Background: an optimization exercise with open tools, aiming at small area and a short achievable clock period. Do not read the settings as production practice. Only simulation tests tie the RTL to the original design; equivalence was not proved.

File: design/flow/design.v
module ooo_engine (
    input  logic         clk,
    input  logic         rst,
    input  logic [1:0]   tr_cnt,
    input  logic [3:0]   tr_op,
    input  logic [13:0]  tr_dst,
    input  logic [13:0]  tr_src1,
    input  logic [13:0]  tr_src2,
    output logic [1:0]   tr_pop,
    output logic [1:0]   rt_valid,
    output logic [31:0]  rt_seq,
    output logic [3:0]   rt_op,
    output logic [13:0]  rt_dst,
    output logic [13:0]  rt_src1,
    output logic [13:0]  rt_src2,
    output logic [287:0] rt_cyc,
    output logic [287:0] rt_dur,
    output logic         done,
    output logic [15:0]  cycles,
    output logic [15:0]  count
);
  localparam int RECW = 23;
  localparam int UW = 11;
  localparam int STW = 31;
  function automatic logic [2:0] latency(input logic [1:0] op);
    case (op)
      2'd0:    latency = 3'd1;
      2'd1:    latency = 3'd2;
      default: latency = 3'd5;
    endcase
  endfunction
  function automatic logic [16:0] radd(input logic [15:0] a, input logic [15:0] b, input logic ci);
    logic c;
    c = ci;
    for (int i = 0; i < 16; i++) begin
      radd[i] = a[i] ^ b[i] ^ c;
      c = (a[i] & b[i]) | (c & (a[i] ^ b[i]));
    end
    radd[16] = c;
  endfunction
  function automatic logic [7:0] add8(input logic [7:0] a, input logic [7:0] b);
    logic [16:0] t;
    t = radd({8'd0, a}, {8'd0, b}, 1'b0);
    add8 = t[7:0];
  endfunction
  function automatic logic [8:0] sub8(input logic [7:0] a, input logic [7:0] b);
    logic [16:0] t;
    t = radd({8'd0, a}, {8'd0, ~b}, 1'b1);
    sub8 = t[8:0];
  endfunction
  function automatic logic [1:0] take2(input logic [1:0] have, input logic [1:0] used);
    if (used[1] || have == 2'd0) take2 = 2'd0;
    else if (used[0] || have == 2'd1) take2 = 2'd1;
    else take2 = 2'd2;
  endfunction
  function automatic logic [1:0] sub2(input logic [1:0] a, input logic [1:0] b);
    case ({a, b})
      4'b01_01, 4'b10_10: sub2 = 2'd0;
      4'b10_01:           sub2 = 2'd1;
      default:            sub2 = a;
    endcase
  endfunction
  function automatic logic [1:0] add2(input logic [1:0] a, input logic [1:0] b);
    add2 = {a[1] | b[1] | (a[0] & b[0]), a[0] ^ b[0]};
  endfunction
  function automatic logic [3:0] hi16(input logic [15:0] v);
    logic [15:0] above, oh;
    above[15] = 1'b0;
    for (int i = 14; i >= 0; i--) above[i] = above[i+1] | v[i+1];
    oh = v & ~above;
    hi16 = 4'd0;
    for (int i = 0; i < 16; i++) if (oh[i]) hi16 = hi16 | 4'(i);
  endfunction
  logic [15:0] cycle, seq_next;
  logic        trace_done;
  logic [1:0]             de_cnt;
  logic [1:0][RECW-1:0]   de_rec;
  logic [1:0][4:0]        de_cfe;
  logic [1:0]             de_pr;
  logic [1:0]             rn_cnt;
  logic [1:0][RECW-1:0]   rn_rec;
  logic [1:0][4:0]        rn_cfe, rn_crn;
  logic [1:0]             rn_pr;
  logic [1:0]             rr_cnt;
  logic [1:0][UW-1:0]     rr_u;
  logic [1:0]             di_cnt;
  logic [1:0][UW-1:0]     di_u;
  logic [7:0]             iq_v;
  logic [7:0]             iq_t1v, iq_t2v;
  logic [7:0][3:0]        iq_t1, iq_t2, iq_dt;
  logic [7:0][7:0]        am;
  logic [2:0]             prev_slot;    
  logic [3:0]             head, tail;
  logic [4:0]             rob_cnt;
  logic [15:0]            rob_v, rob_s1, rob_s0, rob_cmp;
  logic [15:0]            rob_rdy, rob_iss;
  assign rob_rdy = rob_s1 & rob_s0;
  assign rob_iss = rob_s0 & ~rob_s1;
  logic [15:0][RECW-1:0]  rob_rec;
  logic [15:0][STW-1:0]   rob_st;
  logic [1:0]             o_v;
  logic [1:0][RECW-1:0]   o_rec;
  logic [1:0][14:0]       o_st;    
  logic [7:0]  cyc0, cyc1;
  logic [16:0] cyc_inc;
  assign cyc_inc = radd(cycle, 16'd0, 1'b1);
  assign cyc0 = cycle[7:0];
  assign cyc1 = cyc_inc[7:0];
  logic [3:0]  head1;
  logic [15:0] hsel, h1sel;
  logic        r0, r1;
  logic [1:0]  nret;
  logic [15:0] ret_mask, v_ar;
  logic [7:0][RECW-1:0]   ev_rec, od_rec;
  logic [7:0][14:0]       ev_st, od_st;
  logic [2:0]  ev_idx, od_idx;
  logic [7:0]  esel, osel;
  logic [RECW-1:0] ev_rrec, od_rrec;
  logic [14:0]     ev_rst, od_rst;
  logic [1:0][RECW-1:0] l_rec;
  logic [1:0][14:0]     l_st;
  assign head1 = head + 4'd1;
  always_comb begin
    for (int k = 0; k < 16; k++) hsel[k] = head == 4'(k);
    h1sel = {hsel[14:0], hsel[15]};
  end
  assign r0 = |(hsel & rob_v & rob_rdy);
  assign r1 = r0 & |(h1sel & rob_v & rob_rdy);
  assign nret = {r1, r0 & ~r1};
  assign ret_mask = ({16{r0}} & hsel) | ({16{r1}} & h1sel);
  assign v_ar = rob_v & ~ret_mask;
  assign ev_idx = head[0] ? head1[3:1] : head[3:1];
  assign od_idx = head[3:1];
  always_comb begin
    for (int k = 0; k < 8; k++) begin
      ev_rec[k] = rob_rec[2*k];   od_rec[k] = rob_rec[2*k+1];
      ev_st[k]  = rob_st[2*k][14:0];    od_st[k]  = rob_st[2*k+1][14:0];
      esel[k] = ev_idx == 3'(k);
      osel[k] = od_idx == 3'(k);
    end
    ev_rrec = '0; od_rrec = '0; ev_rst = '0; od_rst = '0;
    for (int j = 0; j < 8; j++) begin
      ev_rrec = ev_rrec | ({RECW{esel[j]}} & ev_rec[j]);
      od_rrec = od_rrec | ({RECW{osel[j]}} & od_rec[j]);
      ev_rst  = ev_rst  | ({15{esel[j]}} & ev_st[j]);
      od_rst  = od_rst  | ({15{osel[j]}} & od_st[j]);
    end
  end
  assign l_rec[0] = head[0] ? od_rrec : ev_rrec;
  assign l_rec[1] = head[0] ? ev_rrec : od_rrec;
  assign l_st[0]  = head[0] ? od_rst : ev_rst;
  assign l_st[1]  = head[0] ? ev_rst : od_rst;
  logic [15:0] rdy1, xclr;
  assign rdy1 = rob_s1;
  assign xclr = rdy1 | rob_cmp;
  function automatic logic [UW-1:0] wake(input logic [UW-1:0] u, input logic [15:0] x);
    wake = u;
    if (x[u[8:5]]) wake[9] = 1'b0;
    if (x[u[3:0]]) wake[4] = 1'b0;
  endfunction
  logic [15:0] cmp_next, xnext;
  assign xnext = xclr | cmp_next;
  logic [1:0][UW-1:0] rr_w, di_w;
  always_comb begin
    for (int k = 0; k < 2; k++) begin
      rr_w[k] = wake(rr_u[k], xnext);
      di_w[k] = wake(di_u[k], xnext);
    end
  end
  logic [3:0] rrb, dib;    
  logic de_h, rn_h, rr_h, di_h, sq0;
  assign rn_h = tail[0];
  assign de_h = tail[0] ^ rn_cnt[0];
  assign rr_h = rrb[0];
  assign di_h = dib[0];
  assign sq0  = seq_next[0];
  logic [1:0][3:0] rr_dt, di_dt;
  assign rrb = tail - {2'd0, rr_cnt};
  assign dib = rrb - {2'd0, di_cnt};
  always_comb
    for (int p = 0; p < 2; p++) begin
      rr_dt[p] = rrb + {3'd0, 1'(p) != rrb[0]};
      di_dt[p] = dib + {3'd0, 1'(p) != dib[0]};
    end
  logic [7:0] rdyq, win1, win2;
  logic [7:0][7:0] beats;
  logic       any1, any2;
  logic [3:0] gt1, gt2;
  logic [7:0] iq_v_ai;
  always_comb begin
    rdyq = iq_v & ~iq_t1v & ~iq_t2v;
    beats = '0;
    for (int i = 0; i < 8; i++)
      for (int j = i + 1; j < 8; j++) begin
        beats[i][j] = am[i][j];
        beats[j][i] = !am[i][j];
      end
    for (int i = 0; i < 8; i++) begin
      win1[i] = rdyq[i];
      for (int j = 0; j < 8; j++)
        if (j != i && rdyq[j] && !beats[i][j]) win1[i] = 1'b0;
    end
    for (int i = 0; i < 8; i++) begin
      win2[i] = rdyq[i] & ~win1[i];
      for (int j = 0; j < 8; j++)
        if (j != i && rdyq[j] && !win1[j] && !beats[i][j]) win2[i] = 1'b0;
    end
    any1 = |win1; any2 = |win2;
    gt1 = '0; gt2 = '0;
    for (int i = 0; i < 8; i++) begin
      if (win1[i]) gt1 = gt1 | iq_dt[i];
      if (win2[i]) gt2 = gt2 | iq_dt[i];
    end
    iq_v_ai = iq_v & ~win1 & ~win2;
  end
  logic       disp;
  logic [7:0] wq0, wq1;    
  logic [2:0] f0_idx, f1_idx;
  logic       fr1, fr2, rq1, rq2;
  logic seen0, seen1;
  always_comb begin
    fr1 = 1'b0; fr2 = 1'b0; rq1 = 1'b0; rq2 = 1'b0;
    for (int k = 0; k < 8; k++) begin
      fr2 = fr2 | (fr1 & ~iq_v[k]);
      fr1 = fr1 | ~iq_v[k];
      rq2 = rq2 | (rq1 & rdyq[k]);
      rq1 = rq1 | rdyq[k];
    end
    disp = fr2 | (fr1 & rq1) | rq2;
    wq0 = '0; wq1 = '0; seen0 = 1'b0; seen1 = 1'b0;
    for (int k = 0; k < 8; k++) begin
      if (!iq_v_ai[k]) begin
        if (!seen0) begin wq0[k] = 1'b1; seen0 = 1'b1; end
        else if (!seen1) begin wq1[k] = 1'b1; seen1 = 1'b1; end
      end
    end
    f0_idx = '0; f1_idx = '0;
    for (int k = 0; k < 8; k++) begin
      if (wq0[k]) f0_idx = f0_idx | 3'(k);
      if (wq1[k]) f1_idx = f1_idx | 3'(k);
    end
    if (!(disp && di_cnt != 2'd0)) wq0 = '0;
    if (!(disp && di_cnt == 2'd2)) wq1 = '0;
  end
  logic [1:0] d_left, mv, rr_left;
  assign d_left  = disp ? 2'd0 : di_cnt;
  assign mv      = take2(rr_cnt, d_left);
  assign rr_left = sub2(rr_cnt, mv);
  logic        freeok;
  logic [1:0]  nr;
  logic [3:0]  tail1;
  logic [15:0] lt_tail;
  logic [1:0][UW-1:0] ren_u;
  logic [1:0][3:0]    rn_dt;    
  assign rn_dt[0] = tail[0] ? tail1 : tail;
  assign rn_dt[1] = tail[0] ? tail : tail1;
  assign freeok = ~rob_cnt[4] & ~(rob_cnt[3:0] == 4'd15) | (rob_cnt[3:0] == 4'd15 & r0) |
                  (rob_cnt[4] & r1);
  assign nr = freeok ? take2(rn_cnt, rr_left) : 2'd0;
  assign tail1 = tail + 4'd1;
  always_comb for (int k = 0; k < 16; k++) lt_tail[k] = 4'(k) < tail;
  logic [1:0][1:0][6:0]  ls;
  logic [1:0][1:0][15:0] lm, lml;
  logic [1:0][1:0]       ltv, lreal;
  logic [1:0][1:0][3:0]  ltg;
  always_comb begin
    for (int i = 0; i < 2; i++) begin
      for (int q = 0; q < 2; q++) begin
        ls[i][q] = q == 0 ? rn_rec[i][13:7] : rn_rec[i][6:0];
        lreal[i][q] = ls[i][q] < 7'd67;    
        for (int k = 0; k < 16; k++) lm[i][q][k] = v_ar[k] && rob_rec[k][20:14] == ls[i][q];
        lml[i][q] = lm[i][q] & lt_tail;
        ltv[i][q] = lreal[i][q] && (lm[i][q] != '0);
        ltg[i][q] = hi16((lml[i][q] != '0) ? lml[i][q] : lm[i][q]);
        if (1'(i) != rn_h && lreal[i][q] && rn_rec[1-i][20:14] == ls[i][q]) begin
          ltv[i][q] = 1'b1; ltg[i][q] = tail;
        end
      end
      ren_u[i] = {rn_pr[i], ltv[i][0], ltg[i][0], ltv[i][1], ltg[i][1]};
    end
  end
  logic [1:0] rn_left, nd, de_left;
  assign rn_left = sub2(rn_cnt, nr);
  assign nd      = take2(de_cnt, rn_left);
  assign de_left = sub2(de_cnt, nd);
  logic td_set;
  logic [1:0] n_pop;
  logic pop_ok1, pop_ok2;
  assign td_set = ~trace_done & (((de_left != 2'd2) & (tr_cnt == 2'd0)) |
                                 ((de_left == 2'd0) & (tr_cnt == 2'd1)));
  assign n_pop = {pop_ok2 & tr_cnt[1],
                  pop_ok1 & ((tr_cnt[0] & ~tr_cnt[1]) | (~pop_ok2 & tr_cnt[1]))};
  logic [1:0] dmv, rmv, ren, dec, fet;
  always_comb begin
    for (int p = 0; p < 2; p++) begin
      dmv[p] = disp & ((di_cnt == 2'd2) | (di_cnt == 2'd1 & 1'(p) == di_h));
      rmv[p] = (mv == 2'd2) | (mv == 2'd1 & 1'(p) == rr_h);
      ren[p] = (nr == 2'd2) | (nr == 2'd1 & 1'(p) == rn_h);
      dec[p] = (nd == 2'd2) | (nd == 2'd1 & 1'(p) == de_h);
      fet[p] = (n_pop != 2'd0 & 1'(p) == sq0) | (n_pop == 2'd2 & 1'(p) != sq0);
    end
  end
  logic [1:0]  n_de_cnt, n_rn_cnt, n_rr_cnt;
  logic        n_trace_done, n_done;
  logic [4:0]  n_rob_cnt;
  logic [16:0] seq_inc;
  logic [15:0] alloc;
  assign n_de_cnt = add2(de_left, n_pop);
  assign n_rn_cnt = add2(rn_left, nd);
  assign n_rr_cnt = add2(rr_left, nr);
  assign n_rob_cnt = rob_cnt + {3'd0, nr} - {3'd0, nret};
  assign n_trace_done = trace_done | td_set;
  assign n_done = n_trace_done && n_de_cnt == 2'd0 && n_rn_cnt == 2'd0 && n_rob_cnt == 5'd0;
  assign seq_inc = radd(seq_next, {14'd0, n_pop}, 1'b0);
  always_comb
    for (int k = 0; k < 16; k++)
      alloc[k] = ren[k % 2] && rn_dt[k % 2] == 4'(k);
  always_ff @(posedge clk) begin
    if (rst) begin
      cycle <= '0; seq_next <= '0; trace_done <= 1'b0; done <= 1'b0;
      de_cnt <= '0; rn_cnt <= '0; rr_cnt <= '0; di_cnt <= '0;
      iq_v <= '0; head <= '0; tail <= '0; rob_cnt <= '0; rob_v <= '0;
      o_v <= '0;
    end else if (!done) begin
      cycle <= cyc_inc[15:0];
      seq_next <= seq_inc[15:0];
      trace_done <= n_trace_done;
      done <= n_done;
      de_cnt <= n_de_cnt; rn_cnt <= n_rn_cnt; rr_cnt <= n_rr_cnt;
      di_cnt <= add2(d_left, mv);
      iq_v <= iq_v_ai | wq0 | wq1;
      head <= head + {2'd0, nret};
      tail <= tail + {2'd0, nr};
      rob_cnt <= n_rob_cnt;
      rob_v <= v_ar | alloc;
      o_v <= {r1, r0};
    end else begin
      o_v <= '0;
    end
  end
  always_ff @(posedge clk) begin
    o_rec <= l_rec;
    o_st  <= l_st;
  end
  always_ff @(posedge clk) begin
    for (int p = 0; p < 2; p++) begin
      if (fet[p]) begin
        if (1'(p) == sq0) de_rec[p] <= {tr_op[1:0], tr_dst[6:0], tr_src1[6:0], tr_src2[6:0]};
        else              de_rec[p] <= {tr_op[3:2], tr_dst[13:7], tr_src1[13:7], tr_src2[13:7]};
        de_cfe[p] <= cyc0[4:0];
        de_pr[p]  <= 1'(p) != sq0;
      end
      if (dec[p]) begin
        rn_rec[p] <= de_rec[p]; rn_cfe[p] <= de_cfe[p]; rn_crn[p] <= cyc1[4:0]; rn_pr[p] <= de_pr[p];
      end
      rr_u[p] <= ren[p] ? ren_u[p] : rr_w[p];
      di_u[p] <= rmv[p] ? rr_w[p] : di_w[p];
    end
  end
  logic [7:0] wd0, wd1;
  assign wd0 = di_h ? wq1 : wq0;
  assign wd1 = di_h ? wq0 : wq1;
  always_ff @(posedge clk) begin
    for (int k = 0; k < 8; k++) begin
      if (wd0[k]) begin
        iq_t1v[k] <= di_w[0][9]; iq_t1[k] <= di_w[0][8:5];
        iq_t2v[k] <= di_w[0][4]; iq_t2[k] <= di_w[0][3:0];
        iq_dt[k]  <= di_dt[0];
      end else if (wd1[k]) begin
        iq_t1v[k] <= di_w[1][9]; iq_t1[k] <= di_w[1][8:5];
        iq_t2v[k] <= di_w[1][4]; iq_t2[k] <= di_w[1][3:0];
        iq_dt[k]  <= di_dt[1];
      end else begin
        iq_t1v[k] <= iq_t1v[k] & ~xnext[iq_t1[k]];
        iq_t2v[k] <= iq_t2v[k] & ~xnext[iq_t2[k]];
      end
    end
    for (int i = 0; i < 8; i++)
      for (int j = i + 1; j < 8; j++) begin
        if (wq0[j] || wq1[j]) am[i][j] <= 1'b1;
        else if (wq1[i]) am[i][j] <= 1'b0;
        else if (wq0[i]) am[i][j] <= di_u[di_h][10] && prev_slot == 3'(j);
      end
    if (wq1 != '0) prev_slot <= f1_idx;
    else if (wq0 != '0) prev_slot <= f0_idx;
  end
  logic [15:0]          we_di, we_is, we_ex;
  logic [2:0]           n1, n2, n5;
  logic [15:0][2:0]     ntg;
  assign n1 = cyc1[2:0];
  assign n2 = cycle[2:0];
  assign n5 = cycle[2:0] - 3'd3;
  always_comb begin
    for (int k = 0; k < 16; k++) begin
      we_di[k] = rmv[k % 2] && rr_dt[k % 2][3:1] == 3'(k / 2);
      we_is[k] = dmv[k % 2] && di_dt[k % 2][3:1] == 3'(k / 2);
      we_ex[k] = (any1 && gt1 == 4'(k)) || (any2 && gt2 == 4'(k));
      if (rob_rec[k][22:21] == 2'd0)      ntg[k] = n1;
      else if (rob_rec[k][22:21] == 2'd1) ntg[k] = n2;
      else                                ntg[k] = n5;
      cmp_next[k] = ((rob_iss[k] & ~rob_cmp[k] & rob_st[k][27:25] == ntg[k]) |
                     (we_ex[k] & rob_rec[k][22:21] == 2'd0)) & ~alloc[k];
    end
  end
  always_ff @(posedge clk) begin
    for (int k = 0; k < 16; k++) begin
      if (alloc[k]) begin
        rob_rec[k] <= rn_rec[k % 2];
        rob_st[k][4:0]   <= rn_cfe[k % 2];
        rob_st[k][9:5]   <= rn_crn[k % 2];
        rob_st[k][14:10] <= cyc1[4:0];
      end
      if (we_di[k]) rob_st[k][18:15] <= cyc1[3:0];
      if (we_is[k]) rob_st[k][24:19] <= cyc1[5:0];
      if (we_ex[k]) rob_st[k][30:25] <= cyc1[5:0];
      rob_s1[k] <= (rob_s1[k] | (rob_s0[k] & rob_cmp[k])) & ~alloc[k];
      rob_s0[k] <= (rob_s1[k] | (rob_s0[k] & ~rob_cmp[k]) | we_ex[k]) & ~alloc[k];
      rob_cmp[k] <= cmp_next[k];
    end
  end
  assign pop_ok1 = ~done & ~trace_done & (de_left != 2'd2);
  assign pop_ok2 = ~done & ~trace_done & (de_left == 2'd0);
  assign tr_pop[1] = ~rst & pop_ok2 & tr_cnt[1];
  assign tr_pop[0] = ~rst & pop_ok1 & ((tr_cnt[0] & ~tr_cnt[1]) | (~pop_ok2 & tr_cnt[1]));
  assign cycles   = cycle;
  assign count    = seq_next;
  assign rt_valid = o_v;
  logic [4:0]  infl;
  logic [15:0] seq0;
  logic [16:0] seq0t, seq1t;
  assign infl = {3'd0, de_cnt} + {3'd0, rn_cnt} + rob_cnt + {4'd0, o_v[0]} + {4'd0, o_v[1]};
  assign seq0t = radd(seq_next, ~{11'd0, infl}, 1'b1);
  assign seq0 = seq0t[15:0];
  assign seq1t = radd(seq0, 16'd0, 1'b1);
  logic [7:0] chi, chm;
  assign chi = cycle[15:8];
  assign chm = 8'(sub8(cycle[15:8], 8'd1));
  logic [3:0]  rs, rs1;
  logic [2:0]  rev_idx, rod_idx;
  logic [7:0]  rsel_e, rsel_o;
  logic [15:0] rev_st, rod_st;
  logic [1:0][STW-1:0] ost;
  assign rs  = head - 4'd1 - {3'd0, o_v[1]};
  assign rs1 = rs + 4'd1;
  assign rev_idx = rs[0] ? rs1[3:1] : rs[3:1];
  assign rod_idx = rs[3:1];
  always_comb begin
    for (int k = 0; k < 8; k++) begin
      rsel_e[k] = rev_idx == 3'(k);
      rsel_o[k] = rod_idx == 3'(k);
    end
    rev_st = '0; rod_st = '0;
    for (int j = 0; j < 8; j++) begin
      rev_st = rev_st | ({16{rsel_e[j]}} & rob_st[2*j][30:15]);
      rod_st = rod_st | ({16{rsel_o[j]}} & rob_st[2*j+1][30:15]);
    end
    ost[0] = {rs[0] ? rod_st : rev_st, o_st[0]};
    ost[1] = {rs[0] ? rev_st : rod_st, o_st[1]};
  end
  logic [1:0][2:0] olat;
  logic [1:0][5:0] d_is, a_ex, a_rt;
  logic [1:0][3:0] d_di, d_rr;
  logic [1:0][4:0] d_rn, d_de;
  logic [1:0][8:0][7:0] lo;
  logic [1:0][8:0]      bw;
  logic [1:0][8:0]      t_ex, t_is, t_di, t_rr, t_rn, t_de, t_fe, t_wb, t_rt;
  logic [1:0][16:0]     t_rtd, t_ded;
  for (genvar r = 0; r < 2; r++) begin : g_lane
    ooo_engine_rsub8 u_ex (.a(cycle[7:0]),   .b({2'd0, a_ex[r]}), .d(t_ex[r][7:0]), .nb(t_ex[r][8]));
    ooo_engine_rsub8 u_is (.a(t_ex[r][7:0]), .b({2'd0, d_is[r]}), .d(t_is[r][7:0]), .nb(t_is[r][8]));
    ooo_engine_rsub8 u_di (.a(t_is[r][7:0]), .b({4'd0, d_di[r]}), .d(t_di[r][7:0]), .nb(t_di[r][8]));
    ooo_engine_rsub8 u_rr (.a(t_di[r][7:0]), .b({4'd0, d_rr[r]}), .d(t_rr[r][7:0]), .nb(t_rr[r][8]));
    ooo_engine_rsub8 u_rn (.a(t_rr[r][7:0]), .b({3'd0, d_rn[r]}), .d(t_rn[r][7:0]), .nb(t_rn[r][8]));
    ooo_engine_rsub8 u_de (.a(t_rn[r][7:0]), .b({3'd0, d_de[r]}), .d(t_de[r][7:0]), .nb(t_de[r][8]));
    ooo_engine_rsub8 u_fe (.a(t_de[r][7:0]), .b(8'd1),            .d(t_fe[r][7:0]), .nb(t_fe[r][8]));
    ooo_engine_rsub8 u_rt (.a(cycle[7:0]),   .b({2'd0, a_rt[r]}), .d(t_rt[r][7:0]), .nb(t_rt[r][8]));
    ooo_engine_rsub8 u_wb (.a(t_rt[r][7:0]), .b(8'd1),            .d(t_wb[r][7:0]), .nb(t_wb[r][8]));
  end
  always_comb begin
    for (int r = 0; r < 2; r++) begin
      olat[r]  = latency(o_rec[r][22:21]);
      d_is[r]  = 6'(sub8({2'd0, ost[r][30:25]}, {2'd0, ost[r][24:19]}));
      d_di[r]  = 4'(sub8({4'd0, ost[r][22:19]}, {4'd0, ost[r][18:15]}));
      d_rr[r]  = 4'(sub8({4'd0, ost[r][18:15]}, {4'd0, ost[r][13:10]}));
      d_rn[r]  = 5'(sub8({3'd0, ost[r][14:10]}, {3'd0, ost[r][9:5]}));
      t_ded[r] = radd({11'd0, ost[r][9:5]}, {11'd0, ~ost[r][4:0]}, 1'b0);    
      d_de[r]  = t_ded[r][4:0];
      a_ex[r]  = 6'(sub8({2'd0, cycle[5:0]}, {2'd0, ost[r][30:25]}));
      t_rtd[r] = radd({10'd0, a_ex[r]}, {10'd0, ~{3'd0, olat[r]}}, 1'b0);       
      a_rt[r]  = t_rtd[r][5:0];
      lo[r][0] = t_fe[r][7:0]; lo[r][1] = t_de[r][7:0]; lo[r][2] = t_rn[r][7:0];
      lo[r][3] = t_rr[r][7:0]; lo[r][4] = t_di[r][7:0]; lo[r][5] = t_is[r][7:0];
      lo[r][6] = t_ex[r][7:0]; lo[r][7] = t_wb[r][7:0]; lo[r][8] = t_rt[r][7:0];
      bw[r][8] = ~t_rt[r][8];
      bw[r][7] = bw[r][8] | ~t_wb[r][8];
      bw[r][6] = ~t_ex[r][8];
      bw[r][5] = bw[r][6] | ~t_is[r][8];
      bw[r][4] = bw[r][5] | ~t_di[r][8];
      bw[r][3] = bw[r][4] | ~t_rr[r][8];
      bw[r][2] = bw[r][3] | ~t_rn[r][8];
      bw[r][1] = bw[r][2] | ~t_de[r][8];
      bw[r][0] = bw[r][1] | ~t_fe[r][8];
    end
  end
  always_comb begin
    for (int r = 0; r < 2; r++) begin
      rt_seq[16*r +: 16] = (r == 0) ? seq0 : seq1t[15:0];
      rt_op[2*r +: 2]    = o_rec[r][22:21];
      rt_dst[7*r +: 7]   = o_rec[r][20:14];
      rt_src1[7*r +: 7]  = o_rec[r][13:7];
      rt_src2[7*r +: 7]  = o_rec[r][6:0];
      for (int s = 0; s < 9; s++)
        rt_cyc[144*r + 16*s +: 16] = {bw[r][s] ? chm : chi, lo[r][s]};
      rt_dur[144*r +   0 +: 16] = 16'd1;
      rt_dur[144*r +  16 +: 16] = {11'd0, d_de[r]};
      rt_dur[144*r +  32 +: 16] = {11'd0, d_rn[r]};
      rt_dur[144*r +  48 +: 16] = {12'd0, d_rr[r]};
      rt_dur[144*r +  64 +: 16] = {12'd0, d_di[r]};
      rt_dur[144*r +  80 +: 16] = {10'd0, d_is[r]};
      rt_dur[144*r +  96 +: 16] = {13'd0, olat[r]};
      rt_dur[144*r + 112 +: 16] = 16'd1;
      rt_dur[144*r + 128 +: 16] = {10'd0, a_rt[r]};
    end
  end
endmodule
module ooo_engine_rsub8 (
    input  logic [7:0] a,
    input  logic [7:0] b,
    output logic [7:0] d,
    output logic       nb
);
  logic [8:0] c;
  assign c[0] = 1'b1;
  for (genvar i = 0; i < 8; i++) begin : g_bit
    assign d[i]   = a[i] ^ ~b[i] ^ c[i];
    assign c[i+1] = (a[i] & ~b[i]) | (c[i] & (a[i] ^ ~b[i]));
  end
  assign nb = c[8];
endmodule
File: design/flow/flow/run.sh
#!/bin/bash
# The standard layout (standard.sh) with these changes:
# - synthesis: the standard synthesis with ABC_AREA=1 and flow/area.abc as
#   ABC's area script (ORFS's scripts are copied to myscripts/ with only
#   abc_area.script replaced); the steps before ABC, and so the registers,
#   are unchanged;
# - the port buffers are the smallest buffer;
# - repair_timing is asked for a setup margin that makes it work on the
#   input-to-output paths.
# Each step's full output goes to a log here (flow_synth.log, flow_make.log);
# each ORFS step also keeps its own log under orfs/logs.
set -euo pipefail
rm -rf myscripts
cp -r "$FLOW_HOME/scripts" myscripts
cp flow/area.abc myscripts/abc_area.script
KNOBS=("BUFFER_PORTS_ARGS=-buffer_cell sky130_fd_sc_hd__buf_1" "SETUP_SLACK_MARGIN=50")
bash standard.sh synth "SCRIPTS_DIR=$PWD/myscripts" ABC_AREA=1 "${KNOBS[@]}" > flow_synth.log 2>&1
bash standard.sh finish "${KNOBS[@]}" > flow_make.log 2>&1
File: design/flow/flow/area.abc
strash
dc2
dch -f
map -a
strash
dc2
dch -f
map -a
strash
dch -f
map -a
topo
File: design/flow/standard.sh
#!/bin/bash
# synth_recipe.tcl (not shown) runs the flow's synth.tcl, then flattens the netlist and writes it again
# the make line also repeats each setting of config.mk as NAME=value (left out here)
make -C /OpenROAD-flow-scripts/flow DESIGN_CONFIG=/design/flow/config.mk WORK_HOME=/design/flow/orfs CLKGATE_MAP_FILE= SYNTH_SCRIPT=/design/flow/synth_recipe.tcl "${@:-finish}"
File: design/flow/config.mk
export PLATFORM = sky130hd
export DESIGN_NAME = ooo_engine
export DESIGN_NICKNAME = ooo_engine
export VERILOG_FILES = /design/flow/design.v
export SDC_FILE = /design/flow/constraint.sdc
export NUM_CORES = 8
export LEC_CHECK = 0
export CAP_MARGIN = 35
export CORE_MARGIN = 2
export CORE_UTILIZATION = 60
export CTS_CLUSTER_DIAMETER = 100
export CTS_CLUSTER_SIZE = 25
export SLEW_MARGIN = 20
File: design/flow/constraint.sdc
create_clock -name core_clock -period 80.0 [get_ports {clk}]
set_input_delay 16.0000 -clock core_clock [delete_from_list [all_inputs] [get_ports {clk}]]
set_output_delay 16.0000 -clock core_clock [all_outputs]
set_load 0.01 [all_outputs]
==> impl_results.md, run 1 <==
- Status: finished clean
- CTS clk-pin slew, worst paths: 0.10 ns
- Crit path time final: 32.89 ns
- Final Skew: 0.0461 ns
- Pre-CTS WS: 46.78 ns
- Largest net degree at the start of global routing: 86
- Area growth from synthesis to layout: 10.3%
- Share of post-route cells with drive strength above 1: 0.0521
- Fillcell total: 9496
- Worst r2r src: head[1]$_SDFFE_PP0N_
- Crit path launch: tr_cnt[1]
- Worst Setup Path Type: input pin to primary output
- Post-Syn Area: 72300 um^2
- Synth unique cells: 51
- Overall die area: 123000 um^2
- Vias per inst: 6.78
- Longest Clk Path Bufs: 3
- Post-synth ARST share: 0
- Total wire length: 289000 um
- TritonCTS clock tree: built
- Antenna Nets Post-Route: 0
- Crit share post-route: 0.411
- WP data arrival: 16.89 ns
- DR WL/cell: 30.1 um
- Crit-path max FO: 2
- Final Slew Violations: 0
- Htree depth: 3
- Maxcap violations: 0
- Port Buffer Count: 518
- DP Cell Count: 9447
- GRT Util Overall: 0.457
- # rows: 127
- Die width: 351 um
- Iter 0 DRT Violations: 10600
- DRC Markers: 0
- Final core occ: 0.666
- Most frequent cells after synthesis: edfxtp_1 (1125), clkinv_1 (1003), nand2_1 (765)
- Critical Path RT: 64.00 ns
- Final Hold Viols: 0
- Hold Crit Start: de_pr[1]$_DFFE_PP_
- RSZ-0062 raised after global routing: yes
- Final setup fails: 0
- Top FF cell, synth: edfxtp_1
- First-pass GRT wire length: 407000 um
- Worst setup SP type: input pin
- I/O pins: 741
- Ys Warns: 1
- Share of the synthesized area in the top cell type: 0.467
- Via count: 65100
- Layout Nets: 8286
- Inserted Clock Buffers: 69
- Most numerous cell in the Yosys netlist: edfxtp_1
- Fmax: 30.4 MHz
- Post-Layout Cell Count: 9603
- Slew HR: 0.253
- Area leader, netlist: edfxtp_1
- # hold bufs at CTS: 0
- Hpwl dp: 197000 um
- Top cells by area, synth: edfxtp_1 (47%), dfxtp_1 (7.1%), clkinv_1 (5.2%), o21ai_0 (4.8%), nand2_1 (4.0%)
- Cells after Synth: 7136
- Pin slew with the least headroom to its limit: 1.10 ns
- Worst skew pair latency: 0.73 ns
- Seq/Total Area, Yosys: 0.538
- RePlAce Congestion: 1.06
- Initial Utilization: 0.604
- Setup TNS: 0 ns
- Final WS setup: 47.11 ns
- Core area: 120000 um^2
- Post-synth EDFFs: 1125
- DRT Pass-1 Iters: 10
- #FFs+latches synth: 1382
- Initial antenna violation count: 6
- Mapped Avg Cell Area: 10.1 um^2
- Crit path capture type: primary output
- Hold Crit Class: register to register
- CTS sink cnt: 1382
- Clk root buf: clkbuf_16
- GRT overflow: 0
- Reg2Reg Setup Slack: 71.02 ns
- Vias in the first global route: 59200
- Die Ht: 351 um
## flip-flops by register name (all words and copies together), names as in the netlist, 22 cells and up
| signal | flops |
|---|---|
| am | 28 |
| de_rec | 46 |
| di_u | 22 |
| iq_dt | 32 |
| iq_t1 | 32 |
| iq_t2 | 32 |
| o_rec | 46 |
| o_st | 30 |
| rn_rec | 46 |
| rob_rec | 368 |
| rob_st | 496 |
| rr_u | 22 |
## routing by layer
layer	track usage	share of wire	wire [um]
met4	0.296	0.080	23200
met5	0.00432	0.00034	99
met2	0.680	0.43	123000
met3	0.141	0.15	42200
met1	0.580	0.35	100000
## repair_timing
item	4_1_cts	5_1_grt
endpoints found under the setup margin	2	20
pin swaps	4	2
buffers inserted	6	2
resized for setup	19	2
## worst paths after layout
check                                   end  depth (start not counted)
setup / recovery                  tr_pop[0]                          8
hold / removal           rn_pr[1]$_DFFE_PP_                          0
setup reg to reg  seq_next[15]$_SDFFE_PP0N_                         44
hold reg to reg          rn_pr[1]$_DFFE_PP_                          0
## cell families (layout without fill, tap and decap cells)
kind of cell,count (synthesis),count (layout),share of synthesized area
other,2,227,0.000104
AOI/OAI and AO/OA,2241,2241,0.191
xor gates and xnor gates,203,203,0.0246
buffers and inverters,1230,1860,0.0754
DFF,1382,1382,0.538
and+or+nand+nor,1772,1772,0.105
adders and majority gates,306,306,0.0651
## worst max-delay path: stages
cell and delay, ns:
buf_8 0.08, nor2_4 0.04, a311oi_2 0.23, clkinv_2 0.13, nor2_4 0.14, clkinv_4 0.07, nor2_4 0.08, buf_6 0.10
## cell type report
cell class              instances  area (um^2)  area share
diodes                          5         12.5    0.000157
clock buffers                 109         1940      0.0243
clock inverters                18          308     0.00386
inverters                    1003         3780      0.0474
multi-input cells            4744        29100       0.365
flip-flops and latches       1382        38900       0.488
well taps                    1612         2020      0.0253
repair buffers                730         3660      0.0459
## through the flow
| stage | cell area [um^2] | hold slack, ns |
|---|---|---|
| 2_1_floorplan | 73200 | 0.400 |
| 3_3_place_gp | 77100 | 0.400 |
| 3_5_place_dp | 77200 | 0.405 |
| 4_1_cts | 79500 | 0.422 |
| 5_1_grt | 79800 | 0.426 |
| 6_report | 79800 | 0.412 |
## cell usage in the layout, fill, tap and decap left out, types with 88 or more instances in the layout
cell type / instances
dfxtp_1: 254
nor3_1: 110
edfxtp_1: 1125
nor2_1: 471
conb_1: 222
xnor2_1: 109
o21ai_0: 686
buf_4: 192
o22ai_1: 312
clkinv_1: 990
a21oi_1: 483
a221oi_1: 88
a22oi_1: 355
nand2_1: 765
fa_1: 117
ha_1: 186
xor2_1: 94
nand4_1: 112
buf_1: 514
nand3_1: 168
==> run 2: changes to the inputs <==
==> design/flow/flow/run.sh (replaced) <==
#!/bin/bash
# Standard ORFS layout (the standard.sh) with two changes: the port
# buffers are the smallest buffer, and repair_timing is asked for a setup
# margin that makes it work on the input-to-output paths. make's full output
# goes to flow_make.log here; each ORFS step also keeps its own log under
# orfs/logs.
set -euo pipefail
bash standard.sh finish \
  "BUFFER_PORTS_ARGS=-buffer_cell sky130_fd_sc_hd__buf_1" \
  SETUP_SLACK_MARGIN=50 > flow_make.log 2>&1
--- a/design/flow/config.mk
+++ b/design/flow/config.mk
@@ -6,5 +6,5 @@
 export NUM_CORES = 8
 export LEC_CHECK = 0
-export CAP_MARGIN = 35
+export CAP_MARGIN = 20
 export CORE_MARGIN = 2
 export CORE_UTILIZATION = 60
removed: design/flow/flow/area.abc
==> run 2 against run 1 <==
Clock-buffer cell count increased by 2. Design area rose by 4.1%. Worst hold slack better by 0.0038 ns. First-iteration DRC count fell by 16%. Setup slack lost 0.035 ns. Non-clock buffer count is 38 lower. Register-to-register slack better by 0.78 ns. Critical path depth decreased by 2. Core utilization shrank 2.3 points. Critical endpoint unchanged. Largest cell class unchanged.
==> impl_results.md, run 2 <==
- First-pass GRT wire length: 384000 um (-5.8%)
- Seq/Total Area, Yosys: 0.500 (-0.0385)
- Final Slew Violations: 0 (unchanged)
- Post-Layout Cell Count: 9023 (-6.0%)
- Slew HR: 0.204 (-0.0495)
- Overall die area: 133000 um^2 (+7.6%)
- Crit path capture type: primary output
- Crit path time final: 32.92 ns (+0.0353 ns)
- Area occupied by registers: 38900 um^2 (about the same)
- Maxcap violations: 0 (unchanged)
- Post-Syn Area: 77900 um^2 (+7.7%)
- #FFs+latches synth: 1382 (unchanged)
- CP max stage delay: 0.39 ns (+0.16 ns)
- RSZ-0062 raised after global routing: yes
- CP Cell Sequence: buf_8 -> nor2_4 -> a2111o_1 -> nor2b_4 -> nor2b_4 -> buf_6
- Vias in the first global route: 55500 (-6.3%)
- CP bufs+invs: 2 (-2)
- Hold Crit Class: register to register
- # hold bufs at CTS: 0 (unchanged)
- Inserted Clock Buffers: 70 (+1.4%)
- Ys Warns: 1 (unchanged)
- Largest register FFs: 496 (unchanged)
- Antenna Nets Post-Route: 0 (unchanged)
- Post-synth EDFFs: 1125 (unchanged)
- Htree depth: 3 (unchanged)
- Post-route cell area: 83100 um^2 (+4.1%)
- Top cells by area, synth: edfxtp_1 (43%), dfxtp_1 (6.6%), xor2_1 (3.8%), xnor2_1 (3.6%), a22oi_1 (3.4%)
- Fillcell total: 10200 (+7.4%)
- Iter 0 DRT Violations: 8903 (-16%)
- Worst setup SP type: input pin
- Die width: 364 um (+3.7%)
- Die Ht: 364 um (+3.7%)
- Final setup fails: 0 (unchanged)
- GRT overflow: 0 (unchanged)
- Top FF cell, synth: edfxtp_1
- I/O pins: 741 (unchanged)
- DRC Markers: 0 (unchanged)
- Fmax: 30.4 MHz (-0.11%)
- Worst Setup Path Type: input pin to primary output
- RePlAce Congestion: 0.998 (-6.2%)
- Most common cell after layout, fill and taps aside: edfxtp_1
- TritonCTS clock tree: built
- WP data arrival: 16.92 ns (+0.03 ns)
- Most flops, register: rob_st
- Biggest regs: rob_st x496, rob_rec x368
- Worst hold margin: 0.416 ns (+0.00377 ns)
- Vias per inst: 6.62 (-2.3%)
- Share of the synthesized area in the top cell type: 0.434 (-0.0334)
- Crit share post-route: 0.412 (+0.000441)
- Final Skew: 0.0720 ns (+0.0259 ns)
- Setup TNS: 0 ns (unchanged)
- Clk root buf: clkbuf_16
- Share of post-route cells with drive strength above 1: 0.0852 (+0.0331)
- Most frequent cells in the layout: edfxtp_1 (1125), buf_1 (513), nor2_1 (454)
- Area after DPL: 80700 um^2 (+4.5%)
- GRT Util Overall: 0.397 (-0.0599)
- Longest Clk Path Bufs: 3 (unchanged)
- Cells after Synth: 6998 (-1.9%)
- Critical Path RT: 64.00 ns (about the same)
- Hpwl dp: 188000 um (-4.5%)
- Most numerous cell in the Yosys netlist: edfxtp_1
- Final WS setup: 47.08 ns (-0.0353 ns)
- Area growth from synthesis to layout: 6.64%
- Via count: 59800 (-8.2%)
- Cell family with most CP delay: compound AO/OA/AOI/OAI gates
- Port Buffer Count: 518 (unchanged)
- Multi-input gate area in the final layout: 34700 um^2 (+19%)
- Mapped Avg Cell Area: 11.1 um^2 (+9.8%)
- DR WL/cell: 29.9 um (-0.54%)
- Initial Utilization: 0.603 (about the same)
- Layout Nets: 7579 (-8.5%)
- # diodes: 0 (-5)
- DRT Pass-1 Iters: 7 (-3)
- Total wire length: 270000 um (-6.5%)
- Pin slew with the least headroom to its limit: 1.19 ns (+0.0824 ns)
- CP most frequent cell: nor2b_4
- Pre-CTS WS: 46.73 ns (-0.0505 ns)
- Final Hold Viols: 0 (unchanged)
- # rows: 132 (+3.9%)
- Crit-path max FO: 2 (unchanged)
- CTS sink cnt: 1382 (unchanged)
- Initial antenna violation count: 7 (+1)
- Largest net degree at the start of global routing: 73 (-15%)
- Core area: 129000 um^2 (+7.8%)
- Crit-path slowest cell: a2111o_1
- Most frequent cells after synthesis: edfxtp_1 (1125), nor2_1 (468), inv_1 (428)
- Status: finished clean
- CTS clk-pin slew, worst paths: 0.11 ns (about the same)
- Synth unique cells: 119 (+130%)
- Worst skew pair latency: 0.76 ns (+0.03 ns)
- DP Cell Count: 8887 (-5.9%)
- Post-synth ARST share: 0 (unchanged)
- Area leader, netlist: edfxtp_1
==> run 2: changes by cell type after synthesis, sizes merged, moves of 130 or more <==
cell	previous run	this run
nand2	765	332
o22ai	312	33
clkbuf	0	402
buf	227	357
clkinv	1003	4
o21ai	695	217
mux2i	0	212
a21oi	485	323
xnor2	109	321
xor2	94	335
inv	0	430
==> run 2: kinds of logic after synthesis <==
kind of cell,after synthesis,synth area share
adder cells (fa/ha/maj),307,0.0606
buffers and inverters,1193,0.0692
multiplexers,382,0.0618
AO/OA/AOI/OAI,1357,0.120
XOR/XNOR,656,0.0738
AND/OR/NAND/NOR,1719,0.114
flip-flops,1382,0.500
other,2,0.0000964
==> run 2: per-layer routing <==
layer / track usage / wire [um]
met1: 0.539 / 103000
met2: 0.606 / 120000
met3: 0.0885 / 31800
met4: 0.191 / 14700
met5: 0 / 34
==> run 2: final timing paths <==
kind                                      startpoint                         to  slack, ns  cells after the start
worst max-delay path                       tr_cnt[1]                  tr_pop[0]      47.08                      6
worst min-delay path            de_rec[44]$_DFFE_PP_       rn_rec[44]$_DFFE_PP_       0.42                      0
worst max register to register  head[3]$_SDFFE_PP0N_  seq_next[15]$_SDFFE_PP0N_      71.80                     31
worst min register to register  de_rec[44]$_DFFE_PP_       rn_rec[44]$_DFFE_PP_       0.42                      0
==> run 2: cell type report <==
type / count / area share
inverter: 434 / 0.0196
sequential: 1382 / 0.469
multi-input combinational: 4643 / 0.418
clock buffer: 111 / 0.0231
clock inverter: 19 / 0.00411
timing repair buffer: 692 / 0.0398
tap: 1742 / 0.0262
==> run 2: through the flow <==
stage	util
final	0.643
after global routing	0.643
after CTS	0.643
after detailed placement	0.625
after global placement	0.624
after floorplan	-
==> run 2: what timing repair did <==
item                       in CTS  in global routing
setup endpoints to repair       2                  2
gates resized for setup        15                  0
buffers inserted                4                  2
pin swaps                       3                  2
cloned                          0                  0
==> run 2: worst reg2reg max path: cells and delay by family, from the launching register on <==
family	cells	cell delay [ns]
AOI/OAI and AO/OA	8	2.47
xor gates and xnor gates	1	0.16
adders and majority gates	15	3.02
buffers and inverters	2	0.77
DFF	1	0.42
and+or+nand+nor	5	1.18
==> run 3: changes to the inputs <==
--- a/design/flow/design.v
+++ b/design/flow/design.v
@@ -64,4 +64,27 @@
     add2 = {a[1] | b[1] | (a[0] & b[0]), a[0] ^ b[0]};
   endfunction
+  function automatic logic [1:0] de_after(input logic [1:0] di_c, input logic [1:0] rr_c,
+                                          input logic [1:0] rn_c, input logic [1:0] de_c,
+                                          input logic [4:0] rob_c, input logic h0, input logic h1,
+                                          input logic [7:0] iqv, input logic [7:0] rq);
+    logic f1, f2, q1, q2, dsp, fok;
+    logic [1:0] dl, m, rl, n, nl, d;
+    f1 = 1'b0; f2 = 1'b0; q1 = 1'b0; q2 = 1'b0;
+    for (int k = 0; k < 8; k++) begin
+      f2 = f2 | (f1 & ~iqv[k]);
+      f1 = f1 | ~iqv[k];
+      q2 = q2 | (q1 & rq[k]);
+      q1 = q1 | rq[k];
+    end
+    dsp = f2 | (f1 & q1) | q2;
+    dl  = dsp ? 2'd0 : di_c;
+    m   = take2(rr_c, dl);
+    rl  = sub2(rr_c, m);
+    fok = ~rob_c[4] & ~(rob_c[3:0] == 4'd15) | (rob_c[3:0] == 4'd15 & h0) | (rob_c[4] & h0 & h1);
+    n   = fok ? take2(rn_c, rl) : 2'd0;
+    nl  = sub2(rn_c, n);
+    d   = take2(de_c, nl);
+    de_after = sub2(de_c, d);
+  endfunction
   function automatic logic [3:0] hi16(input logic [15:0] v);
     logic [15:0] above, oh;
@@ -100,4 +123,7 @@
   logic [15:0][STW-1:0]   rob_st;
   logic [1:0]             o_v;
+  logic                   pok1, pok2;    
+  logic [15:0]            n_s1, n_s0;
+  logic [7:0]             n_t1v, n_t2v;
   logic [1:0][RECW-1:0]   o_rec;
   logic [1:0][14:0]       o_st;    
@@ -316,4 +342,26 @@
     for (int k = 0; k < 16; k++)
       alloc[k] = ren[k % 2] && rn_dt[k % 2] == 4'(k);
+  logic [7:0]  n_iq_v;
+  logic [15:0] n_rob_v, n_rdy, n_hsel;
+  logic [3:0]  n_head;
+  logic        n_r0, n_r1;
+  logic [1:0]  n_de_left;
+  assign n_iq_v  = iq_v_ai | wq0 | wq1;
+  assign n_rob_v = v_ar | alloc;
+  assign n_rdy   = n_s1 & n_s0;
+  assign n_head  = head + {2'd0, nret};
+  always_comb for (int k = 0; k < 16; k++) n_hsel[k] = n_head == 4'(k);
+  assign n_r0 = |(n_hsel & n_rob_v & n_rdy);
+  assign n_r1 = |({n_hsel[14:0], n_hsel[15]} & n_rob_v & n_rdy);
+  assign n_de_left = de_after(add2(d_left, mv), n_rr_cnt, n_rn_cnt, n_de_cnt, n_rob_cnt,
+                              n_r0, n_r1, n_iq_v, n_iq_v & ~n_t1v & ~n_t2v);
+  always_ff @(posedge clk) begin
+    if (rst) begin
+      pok1 <= 1'b1; pok2 <= 1'b1;
+    end else if (!done) begin
+      pok1 <= ~n_done & ~n_trace_done & (n_de_left != 2'd2);
+      pok2 <= ~n_done & ~n_trace_done & (n_de_left == 2'd0);
+    end
+  end
   always_ff @(posedge clk) begin
     if (rst) begin
@@ -329,9 +377,9 @@
       de_cnt <= n_de_cnt; rn_cnt <= n_rn_cnt; rr_cnt <= n_rr_cnt;
       di_cnt <= add2(d_left, mv);
-      iq_v <= iq_v_ai | wq0 | wq1;
+      iq_v <= n_iq_v;
       head <= head + {2'd0, nret};
       tail <= tail + {2'd0, nr};
       rob_cnt <= n_rob_cnt;
-      rob_v <= v_ar | alloc;
+      rob_v <= n_rob_v;
       o_v <= {r1, r0};
     end else begin
@@ -361,17 +409,23 @@
   assign wd0 = di_h ? wq1 : wq0;
   assign wd1 = di_h ? wq0 : wq1;
-  always_ff @(posedge clk) begin
+  always_comb
     for (int k = 0; k < 8; k++) begin
       if (wd0[k]) begin
-        iq_t1v[k] <= di_w[0][9]; iq_t1[k] <= di_w[0][8:5];
-        iq_t2v[k] <= di_w[0][4]; iq_t2[k] <= di_w[0][3:0];
-        iq_dt[k]  <= di_dt[0];
+        n_t1v[k] = di_w[0][9]; n_t2v[k] = di_w[0][4];
       end else if (wd1[k]) begin
-        iq_t1v[k] <= di_w[1][9]; iq_t1[k] <= di_w[1][8:5];
-        iq_t2v[k] <= di_w[1][4]; iq_t2[k] <= di_w[1][3:0];
-        iq_dt[k]  <= di_dt[1];
+        n_t1v[k] = di_w[1][9]; n_t2v[k] = di_w[1][4];
       end else begin
-        iq_t1v[k] <= iq_t1v[k] & ~xnext[iq_t1[k]];
-        iq_t2v[k] <= iq_t2v[k] & ~xnext[iq_t2[k]];
+        n_t1v[k] = iq_t1v[k] & ~xnext[iq_t1[k]];
+        n_t2v[k] = iq_t2v[k] & ~xnext[iq_t2[k]];
+      end
+    end
+  always_ff @(posedge clk) begin
+    for (int k = 0; k < 8; k++) begin
+      iq_t1v[k] <= n_t1v[k];
+      iq_t2v[k] <= n_t2v[k];
+      if (wd0[k]) begin
+        iq_t1[k] <= di_w[0][8:5]; iq_t2[k] <= di_w[0][3:0]; iq_dt[k] <= di_dt[0];
+      end else if (wd1[k]) begin
+        iq_t1[k] <= di_w[1][8:5]; iq_t2[k] <= di_w[1][3:0]; iq_dt[k] <= di_dt[1];
       end
     end
@@ -403,4 +457,6 @@
     end
   end
+  assign n_s1 = (rob_s1 | (rob_s0 & rob_cmp)) & ~alloc;
+  assign n_s0 = (rob_s1 | (rob_s0 & ~rob_cmp) | we_ex) & ~alloc;
   always_ff @(posedge clk) begin
     for (int k = 0; k < 16; k++) begin
@@ -414,6 +470,6 @@
       if (we_is[k]) rob_st[k][24:19] <= cyc1[5:0];
       if (we_ex[k]) rob_st[k][30:25] <= cyc1[5:0];
-      rob_s1[k] <= (rob_s1[k] | (rob_s0[k] & rob_cmp[k])) & ~alloc[k];
-      rob_s0[k] <= (rob_s1[k] | (rob_s0[k] & ~rob_cmp[k]) | we_ex[k]) & ~alloc[k];
+      rob_s1[k] <= n_s1[k];
+      rob_s0[k] <= n_s0[k];
       rob_cmp[k] <= cmp_next[k];
     end
@@ -421,6 +477,6 @@
   assign pop_ok1 = ~done & ~trace_done & (de_left != 2'd2);
   assign pop_ok2 = ~done & ~trace_done & (de_left == 2'd0);
-  assign tr_pop[1] = ~rst & pop_ok2 & tr_cnt[1];
-  assign tr_pop[0] = ~rst & pop_ok1 & ((tr_cnt[0] & ~tr_cnt[1]) | (~pop_ok2 & tr_cnt[1]));
+  assign tr_pop[1] = ~rst & pok2 & tr_cnt[1];
+  assign tr_pop[0] = ~rst & pok1 & ((tr_cnt[0] & ~tr_cnt[1]) | (~pok2 & tr_cnt[1]));
   assign cycles   = cycle;
   assign count    = seq_next;
==> run 3 against run 2 <==
Synthesized cell count rose by 3.1%. Routed wire length increased by 3.5%. Non-clock buffer count is 5 higher. Worst hold slack worse by 0.012 ns. Synthesized area is 1.1% higher. Die area grew 1.1%. Via count grew 2.9%. Sequential cell count up 2.
==> impl_results.md, run 3 <==
- Pin slew with the least headroom to its limit: 1.22 ns (+0.0290 ns)
- #FFs+latches synth: 1384 (+0.14%)
- Hold Crit Class: register to register
- GRT Util Overall: 0.404 (+0.00700)
- CP bufs+invs: 2 (unchanged)
- TritonCTS clock tree: built
- CTS clk-pin slew, worst paths: 0.09 ns (-0.02 ns)
- Largest register FFs: 496 (unchanged)
- Clk root buf: clkbuf_16
- Total wire length: 279000 um (+3.5%)
- Worst setup SP type: input pin
- Cells after Synth: 7212 (+3.1%)
- Most frequent cells after synthesis: edfxtp_1 (1125), xnor2_1 (591), nor2_1 (504)
- Htree depth: 3 (unchanged)
- Synth unique cells: 116 (-2.5%)
- Fmax: 30.8 MHz (+1.4%)
- # hold bufs at CTS: 0 (unchanged)
- Core area: 130000 um^2 (+0.51%)
- Largest net degree at the start of global routing: 80 (+9.6%)
- Largest family of logic cells by synthesized area: compound AO/OA/AOI/OAI gates
- Final Hold Viols: 0 (unchanged)
- Inserted Clock Buffers: 68 (-2.9%)
- Mux share of post-synthesis cell area: 0.0563 (-0.00551)
- Most numerous cell in the Yosys netlist: edfxtp_1
- DR WL/cell: 30.2 um (+1.0%)
- GRT overflow: 0 (unchanged)
- Crit path time final: 32.47 ns (-0.447 ns)
- Crit path capture type: primary output
- Most common cell after layout, fill and taps aside: edfxtp_1
- Overall die area: 134000 um^2 (+1.1%)
- Antenna Nets Post-Route: 0 (unchanged)
- Area leader, netlist: edfxtp_1
- Final Skew: 0.0630 ns (-0.00904 ns)
- Seq/Total Area, Yosys: 0.495 (-0.00475)
- Mapped Avg Cell Area: 10.9 um^2 (-1.9%)
- Post-synthesis adder-cell area fraction: 0.0602 (-0.000383)
- Hpwl dp: 198000 um (+4.9%)
- Post-Synth XOR/XNOR Area: 0.0739 (+0.000114)
- Final core occ: 0.646 (+0.00306)
- Status: finished clean
- Slew HR: 0.183 (-0.0207)
- First-pass GRT wire length: 398000 um (+3.8%)
- DRT Pass-1 Iters: 9 (+2)
- Most flops, register: rob_st
- Top FF cell, synth: edfxtp_1
- Vias in the first global route: 56900 (+2.6%)
- Ys Warns: 1 (unchanged)
- Post-Syn Area: 78700 um^2 (+1.1%)
- Fillcell total: 10200 (+0.48%)
- Most frequent cells in the layout: edfxtp_1 (1125), xnor2_1 (586), buf_1 (514)
- Worst skew pair latency: 0.75 ns (about the same)
- RSZ-0062 raised after global routing: yes
- Critical Path RT: 64.00 ns (about the same)
- CP Cell Sequence: buf_8 -> o2111a_1 -> buf_2
- DRC Markers: 0 (unchanged)
- Setup TNS: 0 ns (unchanged)
- Worst Setup Path Type: input pin to primary output
- Share of post-route cells with drive strength above 1: 0.0760 (-0.00917)
- Final setup fails: 0 (unchanged)
- Die width: 366 um (+0.52%)
- Crit share post-route: 0.406 (-0.00559)
- Post-synth EDFFs: 1125 (unchanged)
- Die Ht: 366 um (+0.52%)
- Initial Utilization: 0.606 (+0.00331)
- Synth Area in Compound Gates: 0.124 (+0.00384)
- CTS sink cnt: 1384 (+0.14%)
- CP max stage delay: 0.23 ns (-0.16 ns)
- Post-synth ARST share: 0 (unchanged)
- Worst hold margin: 0.404 ns (-0.0121 ns)
- Port Buffer Count: 518 (unchanged)
- Via count: 61500 (+2.9%)
- Area growth from synthesis to layout: 6.56% (about the same)
- RePlAce Congestion: 1.07 (+6.9%)
- Cell family with most CP delay: buffers and inverters
- Vias per inst: 6.65 (+0.43%)
- Top cells by area, synth: edfxtp_1 (43%), dfxtp_1 (6.6%), xnor2_1 (6.6%), mux2i_1 (3.2%), ha_1 (3.0%)
- Crit-path max FO: 4 (+2)
- WP data arrival: 16.47 ns (-0.45 ns)
- Share of the synthesized area in the top cell type: 0.429 (-0.00456)
- Crit-path slowest cell: o2111a_1
- I/O pins: 741 (unchanged)
- Biggest regs: rob_st x496, rob_rec x368
- Initial antenna violation count: 10 (+3)
- Final Slew Violations: 0 (unchanged)
- Longest Clk Path Bufs: 3 (unchanged)
- Maxcap violations: 0 (unchanged)
- Iter 0 DRT Violations: 9042 (+1.6%)
- Layout Nets: 7803 (+3.0%)
- Synth Area in Simple Gates: 0.122 (+0.00721)
- # rows: 132 (unchanged)
run 3: layout make-up:
type,instances,area (um^2),share of cell area
clock buffer,108,1880,0.0225
timing repair buffer,697,3330,0.0397
clock inverter,17,288,0.00343
inverter,448,1690,0.0201
antenna,2,5.00,0.0000597
multi-input combinational,4848,35500,0.424
tap,1742,2180,0.0260
sequential,1384,39000,0.465
run 3: final timing paths:
check                            start  cells after the start             endpoint  slack [ns]
setup / recovery             tr_cnt[1]                      3            tr_pop[0]       47.53
hold / removal     de_cfe[4]$_DFFE_PP_                      0  rn_cfe[4]$_DFFE_PP_        0.40
setup reg to reg  iq_v[5]$_SDFFE_PP0N_                     22    pok2$_SDFFE_PP1N_       70.69
hold reg to reg    de_cfe[4]$_DFFE_PP_                      0  rn_cfe[4]$_DFFE_PP_        0.40
run 3: worst register-to-register path, cell delays in order (launching register included):
cell and delay, ns:
dfxtp_1 0.73, or3b_1 0.54, a2111oi_4 0.78, a21oi_1 0.25, a2111oi_2 0.99, nand3_1 0.21
o2111ai_1 0.19, a2111oi_4 0.10, buf_4 0.26, a41oi_2 0.71, a21o_1 0.61, a311oi_1 0.20
a31oi_1 0.85, nand2_1 0.47, a32oi_1 0.47, o31ai_1 0.17, nor3_2 0.34, a21oi_1 0.10
and3_2 0.29, o221ai_2 0.28, nor2_1 0.06, a2111oi_0 0.44, o211ai_1 0.15
run 3: metrics by stage:
stage,instance area [um^2],setup slack [ns],instances
after floorplan,79600,47.61,7432
after global placement,81600,47.36,9114
after detailed placement,81600,47.37,9115
after CTS,83800,47.53,9242
after global routing,83900,47.50,9244
final,83900,47.53,9246
run 3: cells by family (layout without fill, tap and decap cells):
| family | Yosys count | count (layout) |
|---|---|---|
| AND/OR/NAND/NOR | 1892 | 1892 |
| adder cells (fa/ha/maj) | 309 | 309 |
| AO/OA/AOI/OAI | 1393 | 1393 |
| XOR/XNOR | 664 | 664 |
| multiplexers | 368 | 368 |
| other | 2 | 224 |
| buffers and inverters | 1200 | 1270 |
| flip-flops | 1384 | 1384 |
run 3: per-layer routing:
layer | wire length [um] | vias up | global-route usage
met4 | 15800 | 6 | 0.192
met1 | 106000 | 30100 | 0.544
met3 | 31400 | 857 | 0.0776
met2 | 126000 | 4385 | 0.633
met5 | 42 | - | 0
li1 | - | 26200 | -
run 3: repair_timing:
action / CTS / global route
buffers inserted: 2 / 0
gates resized for setup: 11 / 0
pin swaps: 2 / 0
setup endpoints to repair: 2 / 2
==> run 4: changes to the inputs <==
--- a/design/flow/config.mk
+++ b/design/flow/config.mk
@@ -8,5 +8,5 @@
 export CAP_MARGIN = 20
 export CORE_MARGIN = 2
-export CORE_UTILIZATION = 60
+export CORE_UTILIZATION = 70
 export CTS_CLUSTER_DIAMETER = 100
 export CTS_CLUSTER_SIZE = 25
==> run 4 against run 3 <==
Critical path type unchanged. Global-route usage rose by 7.0 points. Clock-buffer cell count rose by 2. Maximum frequency shrank 0.32%. Die area down 14%. Sequential cell count unchanged. Still clean. Routed wire length increased by 0.48%. Core utilization is 10 points higher.
==> impl_results.md, run 4 <==
- Final Slew Violations: 0 (unchanged)
- Maxcap violations: 0 (unchanged)
- Core area: 112000 um^2 (-14%)
- Htree depth: 3 (unchanged)
- GRT overflow: 0 (unchanged)
- Worst setup SP type: input pin
- Area occupied by registers: 39000 um^2 (unchanged)
- Worst Setup Path Type: input pin to primary output
- Most frequent cells in the layout: edfxtp_1 (1125), xnor2_1 (589), buf_1 (514)
- Crit path time final: 32.58 ns (+0.104 ns)
- Crit-path slowest cell: clkbuf_16
- Hpwl dp: 196000 um (-1.0%)
- Overall die area: 115000 um^2 (-14%)
- Cell family with most CP delay: buffers and inverters
- Layout Nets: 7813 (+0.13%)
- Mapped Avg Cell Area: 10.9 um^2 (unchanged)
- Top FF cell, synth: edfxtp_1
- #FFs+latches synth: 1384 (unchanged)
- Top cells by area, synth: edfxtp_1 (43%), dfxtp_1 (6.6%), xnor2_1 (6.6%), mux2i_1 (3.2%), ha_1 (3.0%)
- WP data arrival: 16.58 ns (+0.11 ns)
- Crit share post-route: 0.407 (+0.00129)
- Most numerous cell in the Yosys netlist: edfxtp_1
- Metal2 WL: 123000 um (-2.5%)
- TritonCTS clock tree: built
- Most flops, register: rob_st
- CP bufs+invs: 4 (+2)
- Synth unique cells: 116 (unchanged)
- Slew HR: 0.173 (-0.0104)
- Inserted Clock Buffers: 67 (-1.5%)
- Max Used Layer: met5
- DRT Pass-1 Iters: 14 (+5)
- DR WL/cell: 31.1 um (+3.1%)
- Status: finished clean
- Initial antenna violation count: 15 (+5)
- Hold Crit Class: register to register
- Fillcell total: 7480 (-27%)
- Share of the synthesized area in the top cell type: 0.429 (unchanged)
- Post-synth ARST share: 0 (unchanged)
- Most common cell after layout, fill and taps aside: edfxtp_1
- Final core occ: 0.747 (+0.101)
- Seq/Total Area, Yosys: 0.495 (unchanged)
- # hold bufs at CTS: 0 (unchanged)
- Area growth from synthesis to layout: 6.31%
- Setup TNS: 0 ns (unchanged)
- Vias per inst: 7.04 (+5.8%)
- I/O pins: 741 (unchanged)
- Post-Syn Area: 78700 um^2 (unchanged)
- Antenna Nets Post-Route: 0 (unchanged)
- CP Cell Sequence: clkbuf_16 -> buf_16 -> buf_4 -> nor2_4 -> buf_6
- First-pass GRT wire length: 401000 um (+0.54%)
- Die Ht: 339 um (-7.3%)
- Total wire length: 281000 um (+0.48%)
- Via count: 63400 (+3.1%)
- Largest register FFs: 496 (unchanged)
- RePlAce Congestion: 1.12 (+4.6%)
- Fmax: 30.7 MHz (-0.32%)
- Clk root buf: clkbuf_16
- Final Hold Viols: 0 (unchanged)
- Ys Warns: 1 (unchanged)
- Multi-input gate area in the final layout: 35500 um^2 (about the same)
- Share of post-route cells with drive strength above 1: 0.0763 (+0.000298)
- # rows: 123 (-6.8%)
- RSZ-0062 raised after global routing: yes
- Cells after Synth: 7212 (unchanged)
- Initial Utilization: 0.703 (+0.0962)
- Crit path capture type: primary output
- Final WS setup: 47.42 ns (-0.104 ns)
- Vias in the first global route: 59600 (+4.6%)
- Biggest regs: rob_st x496, rob_rec x368
- Most frequent cells after synthesis: edfxtp_1 (1125), xnor2_1 (591), nor2_1 (504)
- Worst skew pair latency: 0.75 ns (about the same)
- Final setup fails: 0 (unchanged)
- Post-synth EDFFs: 1125 (unchanged)
- CP max stage delay: 0.13 ns (-0.10 ns)
- Met3 wire len: 41600 um (+33%)
- Port Buffer Count: 518 (unchanged)
- Die width: 339 um (-7.3%)
- Pre-CTS WS: 46.71 ns (-0.659 ns)
- Routed metal-1 wirelength: 94700 um (-10%)
- DRC Markers: 0 (unchanged)
- Crit-path max FO: 3 (-1)
- CTS sink cnt: 1384 (unchanged)
- GRT Util Overall: 0.474 (+0.0698)
- Critical Path RT: 64.00 ns (about the same)
- Largest net degree at the start of global routing: 84 (+5.0%)
- Pin slew with the least headroom to its limit: 1.23 ns (+0.0167 ns)
- Longest Clk Path Bufs: 3 (unchanged)
- CTS clk-pin slew, worst paths: 0.10 ns (about the same)
- Final Skew: 0.0603 ns (-0.00264 ns)
- Area leader, netlist: edfxtp_1
- Iter 0 DRT Violations: 10500 (+16%)
==> run 4: cell counts after synthesis <==
Identical to the previous run, type by type.
==> run 4: cell families (layout without fill, tap and decap cells) <==
| group | count (synthesis) | after routing | synth area share |
|---|---|---|---|
| other | 2 | 225 | 0.0000954 |
| DFF | 1384 | 1384 | 0.495 |
| and+or+nand+nor | 1892 | 1892 | 0.122 |
| AOI/OAI and AO/OA | 1393 | 1393 | 0.124 |
| muxes | 368 | 368 | 0.0563 |
| xor gates and xnor gates | 664 | 664 | 0.0739 |
| buffers and inverters | 1200 | 1280 | 0.0687 |
| adders and majority gates | 309 | 309 | 0.0602 |
==> run 4: path summary, 6_finish.rpt <==
path / end / depth (start not counted) / slack (ns) / startpoint
hold / removal: rn_rec[29]$_DFFE_PP_ / 0 / 0.42 / de_rec[29]$_DFFE_PP_
hold reg to reg: rn_rec[29]$_DFFE_PP_ / 0 / 0.42 / de_rec[29]$_DFFE_PP_
setup / recovery: tr_pop[1] / 5 / 47.42 / rst
setup reg to reg: pok2$_SDFFE_PP1N_ / 26 / 70.27 / head[0]$_SDFFE_PP0N_
==> run 4: area by class of cell <==
| class | instances | share of cell area |
|---|---|---|
| Timing Repair Buffer | 708 | 0.0421 |
| Inverter | 448 | 0.0202 |
| Tap cell | 1500 | 0.0224 |
| Antenna cell | 3 | 0.0000897 |
| Sequential cell | 1384 | 0.466 |
| Clock inverter | 14 | 0.00310 |
| Clock buffer | 110 | 0.0221 |
| Multi-Input combinational cell | 4848 | 0.424 |
==> run 4: per-stage QoR <==
stage	area, um^2	instances	hold slack, ns
2_1_floorplan	79600	7432	0.400
3_3_place_gp	81300	8878	0.400
3_5_place_dp	81300	8879	0.405
4_1_cts	83600	9010	0.421
5_1_grt	83700	9013	0.431
6_report	83700	9015	0.417
==> run 4: per-layer routing <==
metal,vias to the layer above,GRT usage
met5,-,0
met4,18,0.276
met3,1317,0.134
met2,5644,0.722
met1,30300,0.610
li1,26200,-
==> run 4: timing repair <==
| item | in CTS | in global routing |
|---|---|---|
| gates resized for setup | 12 | 1 |
| buffers inserted | 4 | 0 |
| setup endpoints to repair | 2 | 2 |
| cloned | 3 | 0 |

static timing again, ports no longer ideal:
The flow's constraints put no driver on any port. The routed layouts listed below were extracted and timed again, unchanged, in two steps. Step 1, drivers: a clkbuf_16 drives clk and a buf_2 each remaining input, both assumed. Step 2 moves the port delays by t, midway between the first and last clock arrival at a register: inputs arrive t later, outputs are due t later. That takes back most of the time a late clock gives input paths. a / b / c = no drivers / after step 1 / after step 2; a / b = the first two.
run | t, ns | slack for setup (ns) | hold WS [ns] | clock arrival spread, ns | worst register clock-pin slew, ns
run 1 | 0.790 | 47.113 / 47.061 / 47.061 | 0.412 / 0.412 / 0.412 | 0.048 / 0.048 | 0.11 / 0.11
run 2 | 0.803 | 47.078 / 47.012 / 47.012 | 0.416 / 0.416 / 0.416 | 0.075 / 0.074 | 0.11 / 0.11
run 3 | 0.806 | 47.525 / 47.485 / 47.485 | 0.404 / 0.404 / 0.404 | 0.063 / 0.063 | 0.11 / 0.11
run 4 | 0.797 | 47.422 / 47.375 / 47.375 | 0.417 / 0.417 / 0.417 | 0.061 / 0.061 | 0.11 / 0.11
After both steps every run listed still meets setup and hold. The setup slack of run 2, which loses most, moves by -0.066 ns with the drivers and by -0.066 ns with both steps.
